This design comes from an exercise in tuning for small area, a short achievable clock period and few clock cycles on the open sky130 flow, not from production work.
The RTL of this run was laid out without a check of its function.
Power is estimated from default activity; no workload was simulated.

==> flow/config.mk <==
export PLATFORM = sky130hd
export DESIGN_NAME = gvi_codec
export DESIGN_NICKNAME = gvi_codec
export VERILOG_FILES = /design/flow/design.v
export SDC_FILE = /design/flow/constraint.sdc
export NUM_CORES = 4
export LEC_CHECK = 0
export ABC_AREA = 1
export CAP_MARGIN = 20
export CORE_MARGIN = 2
export CORE_UTILIZATION = 40
export SETUP_SLACK_MARGIN = 4.6
export SLEW_MARGIN = 20
==> flow/constraint.sdc <==
create_clock -name core_clock -period 7.0 [get_ports {clk}]
set_input_delay 1.4000 -clock core_clock [delete_from_list [all_inputs] [get_ports {clk}]]
set_output_delay 1.4000 -clock core_clock [all_outputs]
set_load 0.01 [all_outputs]
==> flow/design.v <==
module gvi_safe_enc (
    input  wire [7:0] r,
    output reg  [7:0] chr
);
    always @(*) begin
        case (r)
            8'd0: chr = 8'h41;
            8'd1: chr = 8'h42;
            8'd2: chr = 8'h43;
            8'd3: chr = 8'h44;
            8'd4: chr = 8'h45;
            8'd5: chr = 8'h46;
            8'd6: chr = 8'h47;
            8'd7: chr = 8'h48;
            8'd8: chr = 8'h49;
            8'd9: chr = 8'h4a;
            8'd10: chr = 8'h4b;
            8'd11: chr = 8'h4c;
            8'd12: chr = 8'h4d;
            8'd13: chr = 8'h4e;
            8'd14: chr = 8'h4f;
            8'd15: chr = 8'h50;
            8'd16: chr = 8'h51;
            8'd17: chr = 8'h52;
            8'd18: chr = 8'h53;
            8'd19: chr = 8'h54;
            8'd20: chr = 8'h55;
            8'd21: chr = 8'h56;
            8'd22: chr = 8'h57;
            8'd23: chr = 8'h58;
            8'd24: chr = 8'h59;
            8'd25: chr = 8'h5a;
            8'd26: chr = 8'h61;
            8'd27: chr = 8'h62;
            8'd28: chr = 8'h63;
            8'd29: chr = 8'h64;
            8'd30: chr = 8'h65;
            8'd31: chr = 8'h66;
            8'd32: chr = 8'h67;
            8'd33: chr = 8'h68;
            8'd34: chr = 8'h69;
            8'd35: chr = 8'h6a;
            8'd36: chr = 8'h6b;
            8'd37: chr = 8'h6c;
            8'd38: chr = 8'h6d;
            8'd39: chr = 8'h6e;
            8'd40: chr = 8'h6f;
            8'd41: chr = 8'h70;
            8'd42: chr = 8'h71;
            8'd43: chr = 8'h72;
            8'd44: chr = 8'h73;
            8'd45: chr = 8'h74;
            8'd46: chr = 8'h75;
            8'd47: chr = 8'h76;
            8'd48: chr = 8'h77;
            8'd49: chr = 8'h78;
            8'd50: chr = 8'h79;
            8'd51: chr = 8'h7a;
            8'd52: chr = 8'h30;
            8'd53: chr = 8'h31;
            8'd54: chr = 8'h32;
            8'd55: chr = 8'h33;
            8'd56: chr = 8'h34;
            8'd57: chr = 8'h35;
            8'd58: chr = 8'h36;
            8'd59: chr = 8'h37;
            8'd60: chr = 8'h38;
            8'd61: chr = 8'h39;
            8'd62: chr = 8'h21;
            8'd63: chr = 8'h23;
            8'd64: chr = 8'h24;
            8'd65: chr = 8'h25;
            8'd66: chr = 8'h26;
            8'd67: chr = 8'h28;
            8'd68: chr = 8'h29;
            8'd69: chr = 8'h2a;
            8'd70: chr = 8'h2b;
            8'd71: chr = 8'h2c;
            8'd72: chr = 8'h2d;
            8'd73: chr = 8'h2e;
            8'd74: chr = 8'h2f;
            8'd75: chr = 8'h3a;
            8'd76: chr = 8'h3b;
            8'd77: chr = 8'h3c;
            8'd78: chr = 8'h3d;
            8'd79: chr = 8'h3e;
            8'd80: chr = 8'h3f;
            8'd81: chr = 8'h5b;
            8'd82: chr = 8'h5d;
            8'd83: chr = 8'h5e;
            8'd84: chr = 8'h5f;
            8'd85: chr = 8'h7b;
            8'd86: chr = 8'h7c;
            8'd87: chr = 8'h7d;
            8'd88: chr = 8'h7e;
            8'd89: chr = 8'hc0;
            8'd90: chr = 8'hc1;
            8'd91: chr = 8'hc2;
            8'd92: chr = 8'hc3;
            8'd93: chr = 8'hc4;
            8'd94: chr = 8'hc5;
            8'd95: chr = 8'hc6;
            8'd96: chr = 8'hc7;
            8'd97: chr = 8'hc8;
            8'd98: chr = 8'hc9;
            8'd99: chr = 8'hca;
            8'd100: chr = 8'hcb;
            8'd101: chr = 8'hcc;
            8'd102: chr = 8'hcd;
            8'd103: chr = 8'hce;
            8'd104: chr = 8'hcf;
            8'd105: chr = 8'hd0;
            8'd106: chr = 8'hd1;
            8'd107: chr = 8'hd2;
            8'd108: chr = 8'hd3;
            8'd109: chr = 8'hd4;
            8'd110: chr = 8'hd5;
            8'd111: chr = 8'hd6;
            8'd112: chr = 8'hd8;
            8'd113: chr = 8'hd9;
            8'd114: chr = 8'hda;
            8'd115: chr = 8'hdb;
            8'd116: chr = 8'hdc;
            8'd117: chr = 8'hdd;
            8'd118: chr = 8'hde;
            8'd119: chr = 8'hdf;
            8'd120: chr = 8'he0;
            8'd121: chr = 8'he1;
            8'd122: chr = 8'h41;
            8'd123: chr = 8'h42;
            8'd124: chr = 8'h43;
            8'd125: chr = 8'h44;
            8'd126: chr = 8'h45;
            8'd127: chr = 8'h46;
            8'd128: chr = 8'h47;
            8'd129: chr = 8'h48;
            8'd130: chr = 8'h49;
            8'd131: chr = 8'h4a;
            8'd132: chr = 8'h4b;
            8'd133: chr = 8'h4c;
            8'd134: chr = 8'h4d;
            8'd135: chr = 8'h4e;
            8'd136: chr = 8'h4f;
            8'd137: chr = 8'h50;
            8'd138: chr = 8'h51;
            8'd139: chr = 8'h52;
            8'd140: chr = 8'h53;
            8'd141: chr = 8'h54;
            8'd142: chr = 8'h55;
            8'd143: chr = 8'h56;
            8'd144: chr = 8'h57;
            8'd145: chr = 8'h58;
            8'd146: chr = 8'h59;
            8'd147: chr = 8'h5a;
            8'd148: chr = 8'h5b;
            8'd149: chr = 8'h5c;
            8'd150: chr = 8'h5d;
            8'd151: chr = 8'h5e;
            8'd152: chr = 8'h5f;
            8'd153: chr = 8'h60;
            8'd154: chr = 8'h61;
            8'd155: chr = 8'h62;
            8'd156: chr = 8'h63;
            8'd157: chr = 8'h64;
            8'd158: chr = 8'h65;
            8'd159: chr = 8'h66;
            8'd160: chr = 8'h67;
            8'd161: chr = 8'h68;
            8'd162: chr = 8'h69;
            8'd163: chr = 8'h6a;
            8'd164: chr = 8'h6b;
            8'd165: chr = 8'h6c;
            8'd166: chr = 8'h6d;
            8'd167: chr = 8'h6e;
            8'd168: chr = 8'h6f;
            8'd169: chr = 8'h70;
            8'd170: chr = 8'h71;
            8'd171: chr = 8'h72;
            8'd172: chr = 8'h73;
            8'd173: chr = 8'h74;
            8'd174: chr = 8'h75;
            8'd175: chr = 8'h76;
            8'd176: chr = 8'h77;
            8'd177: chr = 8'h78;
            8'd178: chr = 8'h79;
            8'd179: chr = 8'h7a;
            8'd180: chr = 8'h7b;
            8'd181: chr = 8'h7c;
            8'd182: chr = 8'h7d;
            8'd183: chr = 8'h7e;
            8'd184: chr = 8'h7f;
            8'd185: chr = 8'h80;
            8'd186: chr = 8'h81;
            8'd187: chr = 8'h82;
            8'd188: chr = 8'h83;
            8'd189: chr = 8'h84;
            8'd190: chr = 8'h85;
            8'd191: chr = 8'h86;
            8'd192: chr = 8'h87;
            8'd193: chr = 8'h88;
            8'd194: chr = 8'h89;
            8'd195: chr = 8'h8a;
            8'd196: chr = 8'h8b;
            8'd197: chr = 8'h8c;
            8'd198: chr = 8'h8d;
            8'd199: chr = 8'h8e;
            8'd200: chr = 8'h8f;
            8'd201: chr = 8'h90;
            8'd202: chr = 8'h91;
            8'd203: chr = 8'h92;
            8'd204: chr = 8'h93;
            8'd205: chr = 8'h94;
            8'd206: chr = 8'h95;
            8'd207: chr = 8'h96;
            8'd208: chr = 8'h97;
            8'd209: chr = 8'h98;
            8'd210: chr = 8'h99;
            8'd211: chr = 8'h9a;
            8'd212: chr = 8'h9b;
            8'd213: chr = 8'h9c;
            8'd214: chr = 8'h9d;
            8'd215: chr = 8'h9e;
            8'd216: chr = 8'h9f;
            8'd217: chr = 8'ha0;
            8'd218: chr = 8'ha1;
            8'd219: chr = 8'ha2;
            8'd220: chr = 8'ha3;
            8'd221: chr = 8'ha4;
            8'd222: chr = 8'ha5;
            8'd223: chr = 8'ha6;
            8'd224: chr = 8'ha7;
            8'd225: chr = 8'ha8;
            8'd226: chr = 8'ha9;
            8'd227: chr = 8'haa;
            8'd228: chr = 8'hab;
            8'd229: chr = 8'hac;
            8'd230: chr = 8'had;
            8'd231: chr = 8'hae;
            8'd232: chr = 8'haf;
            8'd233: chr = 8'hb0;
            8'd234: chr = 8'hb1;
            8'd235: chr = 8'hb2;
            8'd236: chr = 8'hb3;
            8'd237: chr = 8'hb4;
            8'd238: chr = 8'hb5;
            8'd239: chr = 8'hb6;
            8'd240: chr = 8'hb7;
            8'd241: chr = 8'hb8;
            8'd242: chr = 8'hb9;
            8'd243: chr = 8'hba;
            8'd244: chr = 8'hbb;
            8'd245: chr = 8'hbc;
            8'd246: chr = 8'hbd;
            8'd247: chr = 8'hbe;
            8'd248: chr = 8'hbf;
            8'd249: chr = 8'hc0;
            8'd250: chr = 8'hc1;
            8'd251: chr = 8'hc2;
            8'd252: chr = 8'hc3;
            8'd253: chr = 8'hc4;
            8'd254: chr = 8'hc5;
            8'd255: chr = 8'hc6;
            default: chr = 8'h00;
        endcase
    end
endmodule
module gvi_safe_dec (
    input  wire [7:0] chr,
    output reg        hit,
    output reg  [6:0] idx
);
    always @(*) begin
        case (chr)
            8'h00: begin hit = 1'b0; idx = 7'd0; end
            8'h01: begin hit = 1'b0; idx = 7'd0; end
            8'h02: begin hit = 1'b0; idx = 7'd0; end
            8'h03: begin hit = 1'b0; idx = 7'd0; end
            8'h04: begin hit = 1'b0; idx = 7'd0; end
            8'h05: begin hit = 1'b0; idx = 7'd0; end
            8'h06: begin hit = 1'b0; idx = 7'd0; end
            8'h07: begin hit = 1'b0; idx = 7'd0; end
            8'h08: begin hit = 1'b0; idx = 7'd0; end
            8'h09: begin hit = 1'b0; idx = 7'd0; end
            8'h0a: begin hit = 1'b0; idx = 7'd0; end
            8'h0b: begin hit = 1'b0; idx = 7'd0; end
            8'h0c: begin hit = 1'b0; idx = 7'd0; end
            8'h0d: begin hit = 1'b0; idx = 7'd0; end
            8'h0e: begin hit = 1'b0; idx = 7'd0; end
            8'h0f: begin hit = 1'b0; idx = 7'd0; end
            8'h10: begin hit = 1'b0; idx = 7'd0; end
            8'h11: begin hit = 1'b0; idx = 7'd0; end
            8'h12: begin hit = 1'b0; idx = 7'd0; end
            8'h13: begin hit = 1'b0; idx = 7'd0; end
            8'h14: begin hit = 1'b0; idx = 7'd0; end
            8'h15: begin hit = 1'b0; idx = 7'd0; end
            8'h16: begin hit = 1'b0; idx = 7'd0; end
            8'h17: begin hit = 1'b0; idx = 7'd0; end
            8'h18: begin hit = 1'b0; idx = 7'd0; end
            8'h19: begin hit = 1'b0; idx = 7'd0; end
            8'h1a: begin hit = 1'b0; idx = 7'd0; end
            8'h1b: begin hit = 1'b0; idx = 7'd0; end
            8'h1c: begin hit = 1'b0; idx = 7'd0; end
            8'h1d: begin hit = 1'b0; idx = 7'd0; end
            8'h1e: begin hit = 1'b0; idx = 7'd0; end
            8'h1f: begin hit = 1'b0; idx = 7'd0; end
            8'h20: begin hit = 1'b0; idx = 7'd0; end
            8'h21: begin hit = 1'b1; idx = 7'd62; end
            8'h22: begin hit = 1'b0; idx = 7'd0; end
            8'h23: begin hit = 1'b1; idx = 7'd63; end
            8'h24: begin hit = 1'b1; idx = 7'd64; end
            8'h25: begin hit = 1'b1; idx = 7'd65; end
            8'h26: begin hit = 1'b1; idx = 7'd66; end
            8'h27: begin hit = 1'b0; idx = 7'd0; end
            8'h28: begin hit = 1'b1; idx = 7'd67; end
            8'h29: begin hit = 1'b1; idx = 7'd68; end
            8'h2a: begin hit = 1'b1; idx = 7'd69; end
            8'h2b: begin hit = 1'b1; idx = 7'd70; end
            8'h2c: begin hit = 1'b1; idx = 7'd71; end
            8'h2d: begin hit = 1'b1; idx = 7'd72; end
            8'h2e: begin hit = 1'b1; idx = 7'd73; end
            8'h2f: begin hit = 1'b1; idx = 7'd74; end
            8'h30: begin hit = 1'b1; idx = 7'd52; end
            8'h31: begin hit = 1'b1; idx = 7'd53; end
            8'h32: begin hit = 1'b1; idx = 7'd54; end
            8'h33: begin hit = 1'b1; idx = 7'd55; end
            8'h34: begin hit = 1'b1; idx = 7'd56; end
            8'h35: begin hit = 1'b1; idx = 7'd57; end
            8'h36: begin hit = 1'b1; idx = 7'd58; end
            8'h37: begin hit = 1'b1; idx = 7'd59; end
            8'h38: begin hit = 1'b1; idx = 7'd60; end
            8'h39: begin hit = 1'b1; idx = 7'd61; end
            8'h3a: begin hit = 1'b1; idx = 7'd75; end
            8'h3b: begin hit = 1'b1; idx = 7'd76; end
            8'h3c: begin hit = 1'b1; idx = 7'd77; end
            8'h3d: begin hit = 1'b1; idx = 7'd78; end
            8'h3e: begin hit = 1'b1; idx = 7'd79; end
            8'h3f: begin hit = 1'b1; idx = 7'd80; end
            8'h40: begin hit = 1'b0; idx = 7'd0; end
            8'h41: begin hit = 1'b1; idx = 7'd0; end
            8'h42: begin hit = 1'b1; idx = 7'd1; end
            8'h43: begin hit = 1'b1; idx = 7'd2; end
            8'h44: begin hit = 1'b1; idx = 7'd3; end
            8'h45: begin hit = 1'b1; idx = 7'd4; end
            8'h46: begin hit = 1'b1; idx = 7'd5; end
            8'h47: begin hit = 1'b1; idx = 7'd6; end
            8'h48: begin hit = 1'b1; idx = 7'd7; end
            8'h49: begin hit = 1'b1; idx = 7'd8; end
            8'h4a: begin hit = 1'b1; idx = 7'd9; end
            8'h4b: begin hit = 1'b1; idx = 7'd10; end
            8'h4c: begin hit = 1'b1; idx = 7'd11; end
            8'h4d: begin hit = 1'b1; idx = 7'd12; end
            8'h4e: begin hit = 1'b1; idx = 7'd13; end
            8'h4f: begin hit = 1'b1; idx = 7'd14; end
            8'h50: begin hit = 1'b1; idx = 7'd15; end
            8'h51: begin hit = 1'b1; idx = 7'd16; end
            8'h52: begin hit = 1'b1; idx = 7'd17; end
            8'h53: begin hit = 1'b1; idx = 7'd18; end
            8'h54: begin hit = 1'b1; idx = 7'd19; end
            8'h55: begin hit = 1'b1; idx = 7'd20; end
            8'h56: begin hit = 1'b1; idx = 7'd21; end
            8'h57: begin hit = 1'b1; idx = 7'd22; end
            8'h58: begin hit = 1'b1; idx = 7'd23; end
            8'h59: begin hit = 1'b1; idx = 7'd24; end
            8'h5a: begin hit = 1'b1; idx = 7'd25; end
            8'h5b: begin hit = 1'b1; idx = 7'd81; end
            8'h5c: begin hit = 1'b0; idx = 7'd0; end
            8'h5d: begin hit = 1'b1; idx = 7'd82; end
            8'h5e: begin hit = 1'b1; idx = 7'd83; end
            8'h5f: begin hit = 1'b1; idx = 7'd84; end
            8'h60: begin hit = 1'b0; idx = 7'd0; end
            8'h61: begin hit = 1'b1; idx = 7'd26; end
            8'h62: begin hit = 1'b1; idx = 7'd27; end
            8'h63: begin hit = 1'b1; idx = 7'd28; end
            8'h64: begin hit = 1'b1; idx = 7'd29; end
            8'h65: begin hit = 1'b1; idx = 7'd30; end
            8'h66: begin hit = 1'b1; idx = 7'd31; end
            8'h67: begin hit = 1'b1; idx = 7'd32; end
            8'h68: begin hit = 1'b1; idx = 7'd33; end
            8'h69: begin hit = 1'b1; idx = 7'd34; end
            8'h6a: begin hit = 1'b1; idx = 7'd35; end
            8'h6b: begin hit = 1'b1; idx = 7'd36; end
            8'h6c: begin hit = 1'b1; idx = 7'd37; end
            8'h6d: begin hit = 1'b1; idx = 7'd38; end
            8'h6e: begin hit = 1'b1; idx = 7'd39; end
            8'h6f: begin hit = 1'b1; idx = 7'd40; end
            8'h70: begin hit = 1'b1; idx = 7'd41; end
            8'h71: begin hit = 1'b1; idx = 7'd42; end
            8'h72: begin hit = 1'b1; idx = 7'd43; end
            8'h73: begin hit = 1'b1; idx = 7'd44; end
            8'h74: begin hit = 1'b1; idx = 7'd45; end
            8'h75: begin hit = 1'b1; idx = 7'd46; end
            8'h76: begin hit = 1'b1; idx = 7'd47; end
            8'h77: begin hit = 1'b1; idx = 7'd48; end
            8'h78: begin hit = 1'b1; idx = 7'd49; end
            8'h79: begin hit = 1'b1; idx = 7'd50; end
            8'h7a: begin hit = 1'b1; idx = 7'd51; end
            8'h7b: begin hit = 1'b1; idx = 7'd85; end
            8'h7c: begin hit = 1'b1; idx = 7'd86; end
            8'h7d: begin hit = 1'b1; idx = 7'd87; end
            8'h7e: begin hit = 1'b1; idx = 7'd88; end
            8'h7f: begin hit = 1'b0; idx = 7'd0; end
            8'h80: begin hit = 1'b0; idx = 7'd0; end
            8'h81: begin hit = 1'b0; idx = 7'd0; end
            8'h82: begin hit = 1'b0; idx = 7'd0; end
            8'h83: begin hit = 1'b0; idx = 7'd0; end
            8'h84: begin hit = 1'b0; idx = 7'd0; end
            8'h85: begin hit = 1'b0; idx = 7'd0; end
            8'h86: begin hit = 1'b0; idx = 7'd0; end
            8'h87: begin hit = 1'b0; idx = 7'd0; end
            8'h88: begin hit = 1'b0; idx = 7'd0; end
            8'h89: begin hit = 1'b0; idx = 7'd0; end
            8'h8a: begin hit = 1'b0; idx = 7'd0; end
            8'h8b: begin hit = 1'b0; idx = 7'd0; end
            8'h8c: begin hit = 1'b0; idx = 7'd0; end
            8'h8d: begin hit = 1'b0; idx = 7'd0; end
            8'h8e: begin hit = 1'b0; idx = 7'd0; end
            8'h8f: begin hit = 1'b0; idx = 7'd0; end
            8'h90: begin hit = 1'b0; idx = 7'd0; end
            8'h91: begin hit = 1'b0; idx = 7'd0; end
            8'h92: begin hit = 1'b0; idx = 7'd0; end
            8'h93: begin hit = 1'b0; idx = 7'd0; end
            8'h94: begin hit = 1'b0; idx = 7'd0; end
            8'h95: begin hit = 1'b0; idx = 7'd0; end
            8'h96: begin hit = 1'b0; idx = 7'd0; end
            8'h97: begin hit = 1'b0; idx = 7'd0; end
            8'h98: begin hit = 1'b0; idx = 7'd0; end
            8'h99: begin hit = 1'b0; idx = 7'd0; end
            8'h9a: begin hit = 1'b0; idx = 7'd0; end
            8'h9b: begin hit = 1'b0; idx = 7'd0; end
            8'h9c: begin hit = 1'b0; idx = 7'd0; end
            8'h9d: begin hit = 1'b0; idx = 7'd0; end
            8'h9e: begin hit = 1'b0; idx = 7'd0; end
            8'h9f: begin hit = 1'b0; idx = 7'd0; end
            8'ha0: begin hit = 1'b0; idx = 7'd0; end
            8'ha1: begin hit = 1'b0; idx = 7'd0; end
            8'ha2: begin hit = 1'b0; idx = 7'd0; end
            8'ha3: begin hit = 1'b0; idx = 7'd0; end
            8'ha4: begin hit = 1'b0; idx = 7'd0; end
            8'ha5: begin hit = 1'b0; idx = 7'd0; end
            8'ha6: begin hit = 1'b0; idx = 7'd0; end
            8'ha7: begin hit = 1'b0; idx = 7'd0; end
            8'ha8: begin hit = 1'b0; idx = 7'd0; end
            8'ha9: begin hit = 1'b0; idx = 7'd0; end
            8'haa: begin hit = 1'b0; idx = 7'd0; end
            8'hab: begin hit = 1'b0; idx = 7'd0; end
            8'hac: begin hit = 1'b0; idx = 7'd0; end
            8'had: begin hit = 1'b0; idx = 7'd0; end
            8'hae: begin hit = 1'b0; idx = 7'd0; end
            8'haf: begin hit = 1'b0; idx = 7'd0; end
            8'hb0: begin hit = 1'b0; idx = 7'd0; end
            8'hb1: begin hit = 1'b0; idx = 7'd0; end
            8'hb2: begin hit = 1'b0; idx = 7'd0; end
            8'hb3: begin hit = 1'b0; idx = 7'd0; end
            8'hb4: begin hit = 1'b0; idx = 7'd0; end
            8'hb5: begin hit = 1'b0; idx = 7'd0; end
            8'hb6: begin hit = 1'b0; idx = 7'd0; end
            8'hb7: begin hit = 1'b0; idx = 7'd0; end
            8'hb8: begin hit = 1'b0; idx = 7'd0; end
            8'hb9: begin hit = 1'b0; idx = 7'd0; end
            8'hba: begin hit = 1'b0; idx = 7'd0; end
            8'hbb: begin hit = 1'b0; idx = 7'd0; end
            8'hbc: begin hit = 1'b0; idx = 7'd0; end
            8'hbd: begin hit = 1'b0; idx = 7'd0; end
            8'hbe: begin hit = 1'b0; idx = 7'd0; end
            8'hbf: begin hit = 1'b0; idx = 7'd0; end
            8'hc0: begin hit = 1'b1; idx = 7'd89; end
            8'hc1: begin hit = 1'b1; idx = 7'd90; end
            8'hc2: begin hit = 1'b1; idx = 7'd91; end
            8'hc3: begin hit = 1'b1; idx = 7'd92; end
            8'hc4: begin hit = 1'b1; idx = 7'd93; end
            8'hc5: begin hit = 1'b1; idx = 7'd94; end
            8'hc6: begin hit = 1'b1; idx = 7'd95; end
            8'hc7: begin hit = 1'b1; idx = 7'd96; end
            8'hc8: begin hit = 1'b1; idx = 7'd97; end
            8'hc9: begin hit = 1'b1; idx = 7'd98; end
            8'hca: begin hit = 1'b1; idx = 7'd99; end
            8'hcb: begin hit = 1'b1; idx = 7'd100; end
            8'hcc: begin hit = 1'b1; idx = 7'd101; end
            8'hcd: begin hit = 1'b1; idx = 7'd102; end
            8'hce: begin hit = 1'b1; idx = 7'd103; end
            8'hcf: begin hit = 1'b1; idx = 7'd104; end
            8'hd0: begin hit = 1'b1; idx = 7'd105; end
            8'hd1: begin hit = 1'b1; idx = 7'd106; end
            8'hd2: begin hit = 1'b1; idx = 7'd107; end
            8'hd3: begin hit = 1'b1; idx = 7'd108; end
            8'hd4: begin hit = 1'b1; idx = 7'd109; end
            8'hd5: begin hit = 1'b1; idx = 7'd110; end
            8'hd6: begin hit = 1'b1; idx = 7'd111; end
            8'hd7: begin hit = 1'b0; idx = 7'd0; end
            8'hd8: begin hit = 1'b1; idx = 7'd112; end
            8'hd9: begin hit = 1'b1; idx = 7'd113; end
            8'hda: begin hit = 1'b1; idx = 7'd114; end
            8'hdb: begin hit = 1'b1; idx = 7'd115; end
            8'hdc: begin hit = 1'b1; idx = 7'd116; end
            8'hdd: begin hit = 1'b1; idx = 7'd117; end
            8'hde: begin hit = 1'b1; idx = 7'd118; end
            8'hdf: begin hit = 1'b1; idx = 7'd119; end
            8'he0: begin hit = 1'b1; idx = 7'd120; end
            8'he1: begin hit = 1'b1; idx = 7'd121; end
            8'he2: begin hit = 1'b0; idx = 7'd0; end
            8'he3: begin hit = 1'b0; idx = 7'd0; end
            8'he4: begin hit = 1'b0; idx = 7'd0; end
            8'he5: begin hit = 1'b0; idx = 7'd0; end
            8'he6: begin hit = 1'b0; idx = 7'd0; end
            8'he7: begin hit = 1'b0; idx = 7'd0; end
            8'he8: begin hit = 1'b0; idx = 7'd0; end
            8'he9: begin hit = 1'b0; idx = 7'd0; end
            8'hea: begin hit = 1'b0; idx = 7'd0; end
            8'heb: begin hit = 1'b0; idx = 7'd0; end
            8'hec: begin hit = 1'b0; idx = 7'd0; end
            8'hed: begin hit = 1'b0; idx = 7'd0; end
            8'hee: begin hit = 1'b0; idx = 7'd0; end
            8'hef: begin hit = 1'b0; idx = 7'd0; end
            8'hf0: begin hit = 1'b0; idx = 7'd0; end
            8'hf1: begin hit = 1'b0; idx = 7'd0; end
            8'hf2: begin hit = 1'b0; idx = 7'd0; end
            8'hf3: begin hit = 1'b0; idx = 7'd0; end
            8'hf4: begin hit = 1'b0; idx = 7'd0; end
            8'hf5: begin hit = 1'b0; idx = 7'd0; end
            8'hf6: begin hit = 1'b0; idx = 7'd0; end
            8'hf7: begin hit = 1'b0; idx = 7'd0; end
            8'hf8: begin hit = 1'b0; idx = 7'd0; end
            8'hf9: begin hit = 1'b0; idx = 7'd0; end
            8'hfa: begin hit = 1'b0; idx = 7'd0; end
            8'hfb: begin hit = 1'b0; idx = 7'd0; end
            8'hfc: begin hit = 1'b0; idx = 7'd0; end
            8'hfd: begin hit = 1'b0; idx = 7'd0; end
            8'hfe: begin hit = 1'b0; idx = 7'd0; end
            8'hff: begin hit = 1'b0; idx = 7'd0; end
            default: begin hit = 1'b0; idx = 7'd0; end
        endcase
    end
endmodule
module gvi_encoder (
    input  wire       clk,
    input  wire       rst,
    input  wire       in_valid,
    output wire       in_ready,
    input  wire [3:0] in_nib,
    input  wire       in_last,
    input  wire [3:0] in_shift,
    output wire       out_valid,
    input  wire       out_ready,
    output wire [7:0] out_char,
    output wire       out_last
);
    reg [13:0] buf_r;      
    reg  [2:0] wn;         
    reg        rh;         
    reg        full;       
    reg        drain;      
    reg        first;      
    reg  [3:0] mshift;
    reg  [7:0] pr;
    reg        pv, pesc, plast;
    reg  [7:0] ochar;
    reg        ovalid, olast;
    reg        ph;         
    reg        in_ready_r;
    function [3:0] kbits(input [2:0] n, input h, input f);
        reg [3:0] k0;
        begin
            k0 = {n[1:0], n[2], 1'b0};                            
            if (f) kbits = 4'd14;
            else if (h) kbits = k0[3] ? k0 - 4'd7 : k0 + 4'd7;   
            else kbits = k0;
        end
    endfunction
    wire [3:0] k = kbits(wn, rh, full);
    assign in_ready  = in_ready_r;
    assign out_valid = ovalid;
    assign out_char  = ochar;
    assign out_last  = olast;
    wire in_fire = in_valid & in_ready;
    wire [6:0] win = rh ? {buf_r[7], buf_r[8], buf_r[9], buf_r[10], buf_r[11], buf_r[12], buf_r[13]}
                        : {buf_r[0], buf_r[1], buf_r[2], buf_r[3], buf_r[4], buf_r[5], buf_r[6]};
    wire [6:0] mask = {1'b1, k > 4'd1, k > 4'd2, k > 4'd3, k > 4'd4, k > 4'd5, k > 4'd6};
    wire [6:0] sym  = win & mask;
    wire       esc  = (sym[6:3] == 4'b1111) & (sym[2] | sym[1]);
    wire       have = (k >= 4'd7) | (drain & (k != 4'd0));
    wire       fin  = drain & (k <= 4'd7);        
    wire ofree = !ovalid | out_ready;
    wire pmove = ofree & pv & (!pesc | ph);
    wire pfree = !pv | pmove;
    wire pop   = pfree & have;
    wire [7:0] safe_chr;
    gvi_safe_enc u_enc (.r(pr), .chr(safe_chr));
    wire       refin   = pop & fin;               
    wire       drain_n = !refin & (drain | (in_fire & in_last));
    wire [2:0] wn_n    = refin ? 3'd0 : !in_fire ? wn : (wn == 3'd6) ? 3'd0 : wn + 3'd1;
    wire       rh_n    = !refin & (rh ^ pop);
    wire       full_n  = !refin & !pop & (full | (in_fire & !rh & (wn == 3'd6)));
    wire [3:0] k_n     = kbits(wn_n, rh_n, full_n);
    always @(posedge clk) begin
        if (rst) begin
            in_ready_r <= 1'b1;
            wn     <= 3'd0;
            rh     <= 1'b0;
            full   <= 1'b0;
            drain  <= 1'b0;
            first  <= 1'b1;
            pv     <= 1'b0;
            ph     <= 1'b0;
            ovalid <= 1'b0;
        end else begin
            in_ready_r <= !drain_n & (k_n <= 4'd10);
            drain <= drain_n;
            wn    <= wn_n;
            rh    <= rh_n;
            full  <= full_n;
            if (in_fire) first <= in_last;
            if (pfree) pv <= have;
            if (ofree) ovalid <= pv;
            if (ofree & pv) ph <= pesc & !ph;
        end
    end
    always @(posedge clk) begin
        if (in_fire) begin
                if (wn == 3'd0) buf_r[0]  <= in_nib[3];
                if (wn == 3'd3) buf_r[0]  <= in_nib[1];
                if (wn == 3'd0) buf_r[1]  <= in_nib[2];
                if (wn == 3'd3) buf_r[1]  <= in_nib[0];
                if (wn == 3'd0) buf_r[2]  <= in_nib[1];
                if (wn == 3'd4) buf_r[2]  <= in_nib[3];
                if (wn == 3'd0) buf_r[3]  <= in_nib[0];
                if (wn == 3'd4) buf_r[3]  <= in_nib[2];
                if (wn == 3'd1) buf_r[4]  <= in_nib[3];
                if (wn == 3'd4) buf_r[4]  <= in_nib[1];
                if (wn == 3'd1) buf_r[5]  <= in_nib[2];
                if (wn == 3'd4) buf_r[5]  <= in_nib[0];
                if (wn == 3'd1) buf_r[6]  <= in_nib[1];
                if (wn == 3'd5) buf_r[6]  <= in_nib[3];
                if (wn == 3'd1) buf_r[7]  <= in_nib[0];
                if (wn == 3'd5) buf_r[7]  <= in_nib[2];
                if (wn == 3'd2) buf_r[8]  <= in_nib[3];
                if (wn == 3'd5) buf_r[8]  <= in_nib[1];
                if (wn == 3'd2) buf_r[9]  <= in_nib[2];
                if (wn == 3'd5) buf_r[9]  <= in_nib[0];
                if (wn == 3'd2) buf_r[10] <= in_nib[1];
                if (wn == 3'd6) buf_r[10] <= in_nib[3];
                if (wn == 3'd2) buf_r[11] <= in_nib[0];
                if (wn == 3'd6) buf_r[11] <= in_nib[2];
                if (wn == 3'd3) buf_r[12] <= in_nib[3];
                if (wn == 3'd6) buf_r[12] <= in_nib[1];
                if (wn == 3'd3) buf_r[13] <= in_nib[2];
                if (wn == 3'd6) buf_r[13] <= in_nib[0];
            if (first) mshift <= in_shift;
        end
        if (pop) begin
            pr    <= esc ? {5'd0, sym[2:0] - 3'd2} : {1'b0, sym} + {4'd0, mshift};
            pesc  <= esc;
            plast <= fin;
        end
        if (ofree & pv) begin
            if (pesc & !ph) begin
                ochar <= 8'h40;
                olast <= 1'b0;
            end else begin
                ochar <= pesc ? {5'b00110, pr[2:0]} : safe_chr;
                olast <= plast;
            end
        end
    end
endmodule
module gvi_decoder (
    input  wire       clk,
    input  wire       rst,
    input  wire       in_valid,
    output wire       in_ready,
    input  wire [7:0] in_char,
    input  wire       in_last,
    input  wire [3:0] in_shift,
    output wire       out_valid,
    input  wire       out_ready,
    output wire [3:0] out_nib,
    output wire [1:0] out_err,
    output wire       out_last
);
    localparam [1:0] E_NONE = 2'd0, E_CHAR = 2'd1, E_TRUNC = 2'd2, E_ESC = 2'd3;
    reg  [6:0] cidx;
    reg        chit;       
    reg        c_at;       
    reg        cd05;       
    reg        clast, cv;
    reg        first;      
    reg  [3:0] mshift;
    reg        esc_pend;   
    reg        skipping;   
    reg [13:0] buf_r;
    reg        wh;         
    reg  [2:0] rn;         
    reg        full;       
    reg        drain;      
    reg  [1:0] derr;       
    reg  [3:0] onib;
    reg  [1:0] oerr;
    reg        ovalid, olast;
    reg        in_ready_r;
    function [3:0] kbits(input [2:0] n, input h, input f);
        reg [3:0] k0;
        begin
            k0 = (n == 3'd0) ? 4'd0 : (n == 3'd1) ? 4'd10 : (n == 3'd2) ? 4'd6 : (n == 3'd3) ? 4'd2 :
                 (n == 3'd4) ? 4'd12 : (n == 3'd5) ? 4'd8 : 4'd4;       
            if (f) kbits = 4'd14;
            else if (h) kbits = k0[3] ? k0 - 4'd7 : k0 + 4'd7;     
            else kbits = k0;
        end
    endfunction
    wire [3:0] k = kbits(rn, wh, full);
    assign in_ready  = in_ready_r;
    assign out_valid = ovalid;
    assign out_nib   = onib;
    assign out_err   = oerr;
    assign out_last  = olast;
    wire in_fire = in_valid & in_ready;
    wire ofree = !ovalid | out_ready;
    wire rd    = ofree & (k >= 4'd4);
    wire erd   = ofree & !(k >= 4'd4) & drain & (derr != E_NONE);
    wire rfin  = rd & drain & (derr == E_NONE) & (k < 4'd8);    
    reg  [3:0] rnib;
    always @(*) begin
        case (rn)
            3'd0: rnib = {buf_r[0],  buf_r[1],  buf_r[2],  buf_r[3]};
            3'd1: rnib = {buf_r[4],  buf_r[5],  buf_r[6],  buf_r[7]};
            3'd2: rnib = {buf_r[8],  buf_r[9],  buf_r[10], buf_r[11]};
            3'd3: rnib = {buf_r[12], buf_r[13], buf_r[0],  buf_r[1]};
            3'd4: rnib = {buf_r[2],  buf_r[3],  buf_r[4],  buf_r[5]};
            3'd5: rnib = {buf_r[6],  buf_r[7],  buf_r[8],  buf_r[9]};
            default: rnib = {buf_r[10], buf_r[11], buf_r[12], buf_r[13]};
        endcase
    end
    wire done = rfin | erd;    
    wire       in_hit;
    wire [6:0] in_idx;
    gvi_safe_dec u_dec (.chr(in_char), .hit(in_hit), .idx(in_idx));
    wire [7:0] sub  = {1'b0, cidx} - {4'd0, mshift};
    wire [6:0] rsym = sub[7] ? (sub[6:0] + 7'd122) : sub[6:0];
    reg        want_wr;    
    reg  [6:0] psym;
    reg  [1:0] perr;
    always @(*) begin
        want_wr = 1'b0;
        psym    = rsym;
        perr    = E_NONE;
        if (esc_pend) begin
            psym = {4'b1111, cidx[2:0] - 3'd2};    
            if (cd05) want_wr = 1'b1;
            else perr = E_ESC;
        end else if (c_at) begin
            if (clast) perr = E_TRUNC;
        end else if (chit) begin
            want_wr = 1'b1;
        end else begin
            perr = E_CHAR;
        end
    end
    wire       room  = (k <= 4'd7);
    wire       proc  = cv & (skipping | (!drain & (!want_wr | room)));
    wire       wr    = proc & !skipping & want_wr;
    wire       bw    = cv & !drain & room;
    wire       perr_go = proc & !skipping & (perr != E_NONE);
    wire       fin_in  = (wr & clast) | perr_go;    
    wire       cv_n   = in_fire | (cv & !proc);
    wire       c_at_n = in_fire ? (in_char == 8'h40) : c_at;
    reg        skipping_n;
    always @(*) begin
        skipping_n = skipping;
        if (proc) begin
            if (skipping) begin
                if (clast) skipping_n = 1'b0;
            end else if (perr != E_NONE) begin
                skipping_n = !clast;
            end
        end
    end
    wire       drain_n = !done & (drain | fin_in);
    wire       wh_n    = !done & (wh ^ wr);
    wire [2:0] rn_n    = done ? 3'd0 : !rd ? rn : (rn == 3'd6) ? 3'd0 : rn + 3'd1;
    wire       full_n  = !done & (wr ? (wh & (rd ? rn == 3'd6 : rn == 3'd0)) : (full & !rd));
    wire [3:0] k_n     = kbits(rn_n, wh_n, full_n);
    integer i;
    always @(posedge clk) begin
        if (rst) begin
            cv       <= 1'b0;
            first    <= 1'b1;
            esc_pend <= 1'b0;
            skipping <= 1'b0;
            wh       <= 1'b0;
            rn       <= 3'd0;
            full     <= 1'b0;
            drain    <= 1'b0;
            derr     <= E_NONE;
            ovalid   <= 1'b0;
            in_ready_r <= 1'b1;
        end else begin
            in_ready_r <= !cv_n | skipping_n | (!drain_n & ((k_n <= 4'd7) | c_at_n));
            cv       <= cv_n;
            skipping <= skipping_n;
            drain    <= drain_n;
            wh       <= wh_n;
            rn       <= rn_n;
            full     <= full_n;
            if (in_fire) first <= in_last;
            if (proc & !skipping) begin
                esc_pend <= !esc_pend & c_at & !clast;
                if (perr != E_NONE) derr <= perr;
            end
            if (ofree) ovalid <= rd | erd;
            if (done) derr <= E_NONE;
        end
    end
    always @(posedge clk) begin
        if (in_fire) begin
            cidx  <= in_idx;
            chit  <= in_hit;
            c_at  <= (in_char == 8'h40);
            cd05  <= (in_char[7:3] == 5'b00110) & !(in_char[2] & in_char[1]);
            clast <= in_last;
            if (first) mshift <= in_shift;
        end
        if (bw) begin
            for (i = 0; i < 7; i = i + 1)
                if (wh) buf_r[7 + i] <= psym[6 - i];
                else    buf_r[i]     <= psym[6 - i];
        end
        if (ofree) begin
            onib  <= rnib;
            oerr  <= rd ? E_NONE : derr;
            olast <= rfin | erd;
        end
    end
endmodule
module gvi_codec (
    input  wire       clk,
    input  wire       rst,
    input  wire       enc_in_valid,
    output wire       enc_in_ready,
    input  wire [3:0] enc_in_nib,
    input  wire       enc_in_last,
    input  wire [3:0] enc_in_shift,
    output wire       enc_out_valid,
    input  wire       enc_out_ready,
    output wire [7:0] enc_out_char,
    output wire       enc_out_last,
    input  wire       dec_in_valid,
    output wire       dec_in_ready,
    input  wire [7:0] dec_in_char,
    input  wire       dec_in_last,
    input  wire [3:0] dec_in_shift,
    output wire       dec_out_valid,
    input  wire       dec_out_ready,
    output wire [3:0] dec_out_nib,
    output wire [1:0] dec_out_err,
    output wire       dec_out_last
);
    gvi_encoder u_encoder (
        .clk(clk), .rst(rst),
        .in_valid(enc_in_valid), .in_ready(enc_in_ready),
        .in_nib(enc_in_nib), .in_last(enc_in_last), .in_shift(enc_in_shift),
        .out_valid(enc_out_valid), .out_ready(enc_out_ready),
        .out_char(enc_out_char), .out_last(enc_out_last)
    );
    gvi_decoder u_decoder (
        .clk(clk), .rst(rst),
        .in_valid(dec_in_valid), .in_ready(dec_in_ready),
        .in_char(dec_in_char), .in_last(dec_in_last), .in_shift(dec_in_shift),
        .out_valid(dec_out_valid), .out_ready(dec_out_ready),
        .out_nib(dec_out_nib), .out_err(dec_out_err), .out_last(dec_out_last)
    );
endmodule
==> flow/flow/run.sh <==
#!/bin/bash
# The standard layout with two synthesis/placement choices changed:
# - yosys's full/half-adder extraction (ADDER_MAP_FILE) is skipped, so ABC
#   maps the adders and comparators with the rest of the logic;
# - the port buffers that placement inserts are buf_1 cells.
set -euo pipefail
bash standard.sh ADDER_MAP_FILE= "BUFFER_PORTS_ARGS=-buffer_cell sky130_fd_sc_hd__buf_1" finish > orfs_make.log 2>&1
==> flow/standard.sh <==
#!/bin/bash
# synth_recipe.tcl (not shown) runs the flow's synth.tcl, then flattens the netlist and writes it again
# the make line also repeats each setting of config.mk as NAME=value (left out here)
make -C /OpenROAD-flow-scripts/flow DESIGN_CONFIG=/design/flow/config.mk WORK_HOME=/design/flow/orfs CLKGATE_MAP_FILE= SYNTH_SCRIPT=/design/flow/synth_recipe.tcl "${@:-finish}"
==> summary.txt <==
Routed len/inst: 13.2 um
Crit path from: dec_in_char[3]
Crit path capture type: register
Drt pass-1 iters: 6
Buf/Inv on CP: 3
Hold buffer count at CTS: 0
Pins Over Slew Limit: 0
CP required: 7.10 ns
Reg2Reg Launch Point: u_encoder.pr[1]
Syn_nets: 919
First-pass GRT wire length: 25.1 mm
Crit path cell chain: buf_6 > clkinvlp_4 > nor2_4 > inv_2 > nand2_4 > o22ai_1 > a21oi_1 > nor2_1 > o21ai_1 > o21ai_1
I/O Buffers: 47
Final hold violation count: 0
Detailed-route DRC error count: 0
DP Area: 0.00671 mm^2
Num rows: 45
DR vias: 5897
# diodes: 0
Crit path DAT: 2.50 ns
Vias per cell: 5.07
Max stage delay on crit path: 0.18 ns
Fmax: 0.417 GHz
Synth-to-Final Area Change: 16.1%
Skew final: 0.00917 ns
Yosys synthesis warning count: 4
Antenna-violating nets left: 0
Slowest CP cell: clkinvlp_4
Initial antenna violation count: 0
Int Pwr: 0.00141 W
Sequential power share: 38.2%
Finished Core Util: 47.9%
Combinational share of power: 41.8%
R2R Setup Slk: 4.79 ns
Core ar.: 0.0153 mm^2
CTS buffer count: 9
CTS sink count: 98
Mapped Cells: 891
Status: finished clean
Relative slew slack: 60.0%
IO Pins: 48
Net switching power: 0.00102 W
Cell area after layout: 0.00734 mm^2
Share of layout cells above drive strength 1: 12.7%
TritonCTS clock tree: done
Register area share after synthesis: 42.5%
P per Cell Area: 330 mW/mm^2
Die span in y: 130 um
Initial core utilization: 41.3%
Worst R2R Path Depth: 9
Family with the most delay on the worst path: compound AO/OA/AOI/OAI gates
Final TNS setup: 0 ns
Worst vdd rail ir drop: 0.131 mV
CTS clock-pin slew for the worst setup and hold paths: 0.07 ns
NumNets Final: 976
Switching share of power: 41.9%
Min-delay worst type: register to register
Worst R2R End: u_encoder.ochar[1]
Worst-path fanout max: 15
Clock buffer depth: 2
Register bit count reported by yosys: 98
Die width: 130 um
Post-DP HPWL: 11.3 mm
Fin crit share: 34.3%
Post-route minimum period: 2.40 ns
CTS H-tree depth: 3
Post-synth cell types: 48
Root Driver: clkbuf_16
Unrepaired setup endpoints after global routing: yes
Worst-margin pin slew: 0.598 ns
Vias in the first global route: 5176
Gr ovfl total: 0
WL final: 15.4 mm
DR iter-0 viols: 529
Crit path capture: u_decoder.cidx[4]
Worst hold slack: 0.473 ns
Tot GR Track Use: 18.6%
Crit path kind: input port to register
Largest net degree at the start of global routing: 17
Syn Std Cell Area: 0.00632 mm^2
Gpl congestion: 0.944
Skew-Pair Late Insertion Delay: 0.35 ns
Critical path depth: 10
Avg Cell Area, Syn: 7.09 um^2
Final setup viols: 0
Leak pwr: 3.19 nW
Clock Power Share: 20.0%
CP Launch Type: input port
Most used cell, CP: o21ai_1
Die Area: 0.0168 mm^2
Max Cap Viol: 0
worst min path at each step:
stage	from	endpoint	cells after the start
3_5_place_dp	u_encoder.first	u_encoder.first	2
3_3_place_gp	u_encoder.first	u_encoder.first	2
2_1_floorplan	u_encoder.first	u_encoder.first	2
4_1_cts	u_encoder.first	u_encoder.first	2
5_1_grt	u_encoder.first	u_encoder.first	2
6_report	u_encoder.first	u_encoder.first	2
sequential cells by signal, summed over array words and instances (netlist names), 2 cells and up:
signal / flops
u_decoder.cidx: 7
u_decoder.derr: 2
u_encoder.mshift: 4
u_encoder.pr: 8
u_decoder.onib: 4
u_decoder.oerr: 2
u_decoder.buf_r: 14
u_encoder.ochar: 8
u_decoder.mshift: 4
u_encoder.wn: 3
u_decoder.rn: 3
u_encoder.buf_r: 14
stage by stage:
stage / instances / total power (W) / worst slack [ns]
after floorplan: 891 / 0.00166 / 4.35
after global routing: 1164 / 0.00262 / 4.52
after global placement: 1128 / 0.00189 / 3.73
after CTS: 1149 / 0.00239 / 4.60
after detailed placement: 1128 / 0.00189 / 3.73
final: 1164 / 0.00242 / 4.60
per-layer routing:
metal	track usage (%)	up-vias	part of all wire [%]
met5	0	-	0
met4	6.01	0	1.3
met3	2.73	17	4.7
met2	28.2	190	45
met1	27.4	2598	49
li1	-	3092	-
cells in the mapped netlist (all sizes together):
cell type,number,share of area [%]
o31ai,2,0.24
buf,8,0.75
a22oi,2,0.24
edfxtp,72,34
a211oi,2,0.24
a221oi,5,0.69
nor2,111,7.0
a31o,1,0.14
o311ai,1,0.14
xor2,7,0.97
o21bai,3,0.36
nand4,11,1.1
o211ai,10,1.2
or2,4,0.40
a31oi,4,0.40
a32oi,1,0.14
nand3b,5,0.59
dfxtp,26,8.2
o21ai,80,6.4
nand2,253,15
o32ai,1,0.14
xnor2,4,0.55
clkinv,1,0.059
o2111ai,1,0.14
nand3,53,4.8
mux2i,1,0.16
nor3b,1,0.12
nor3,15,1.2
clkbuf,14,0.85
a21oi,56,4.6
nor4,2,0.20
o21a,2,0.24
o22ai,8,0.79
o221ai,2,0.28
inv,122,7.2
cell type report:
type,instances,area (um^2)
fill,1583,7980
multi-input combinational,648,3210
sequential,98,2690
inverter,123,490
timing repair buffer,67,394
tap,211,264
clock buffer,12,258
clock inverter,4,32.5
timing repair inverter,1,5.00
tightest hold or removal path: stages, from the launching register on:
cell and delay (ns):
dfxtp_1 0.33, nand2_1 0.06, nand3_1 0.06
power groups by stage:
| stage | Sequential (W) | Clock (W) | Combinational, W |
|---|---|---|---|
| 5_1_grt | 0.000944 | 0.000524 | 0.00115 |
| 6_report | 0.000926 | 0.000484 | 0.00101 |
| 2_1_floorplan | 0.000893 | 0 | 0.000769 |
| 4_1_cts | 0.000923 | 0.000498 | 0.000967 |
| 3_3_place_gp | 0.000937 | 0 | 0.000955 |
| 3_5_place_dp | 0.000935 | 0 | 0.000953 |
cell usage in the layout (no fill, tap or decap), types with 7 or more instances in the layout:
cell	count
nor3_1	15
nand4_1	11
xor2_1	7
o21ai_1	19
o21ai_0	58
inv_2	14
nand2_1	232
nor2_1	94
inv_1	99
nand3_1	47
clkinvlp_4	7
edfxtp_1	72
nor2_2	11
dfxtp_1	25
buf_1	40
o211ai_1	10
a21oi_1	53
o22ai_1	8
buf_4	19
clkbuf_16	10
nand2_2	15
cells by family after synthesis:
group | synth area share (%)
buffers and inverters | 8.91
flip-flops | 42.5
XOR/XNOR | 1.52
AO/OA/AOI/OAI | 16.4
AND/OR/NAND/NOR | 30.6
multiplexers | 0.158
repair_timing:
item	4_1_cts	5_1_grt
buffers inserted	4	15
endpoints found under the hold margin	0	0
cloned	1	0
endpoints found under the setup margin	12	20
pin swaps	2	15
resized for setup	27	51

[port drivers added, routing unchanged]
Ports are ideal in the flow. The routed layout listed here was re-timed in OpenROAD.
Step 1, drivers: a clkbuf_16 drives clk and a buf_2 each remaining input, both assumed.
Step 2 also shifts input and output timing later by t, the mid clock arrival at the registers, as if the neighbouring blocks saw the same clock.
Slacks: ideal ports / drivers / drivers and shift; pairs: ideal ports / drivers.
shift t [ns]: 0.390
setup WS [ns]: 4.600 / 4.600 / 4.211
clock arrival spread, ns: 0.009 / 0.009
worst register clock-pin slew, ns: 0.07 / 0.07
After both steps setup and hold are still met in this run. For this run, drivers alone change the setup slack by 0.000 ns; drivers and shift together by -0.389 ns.
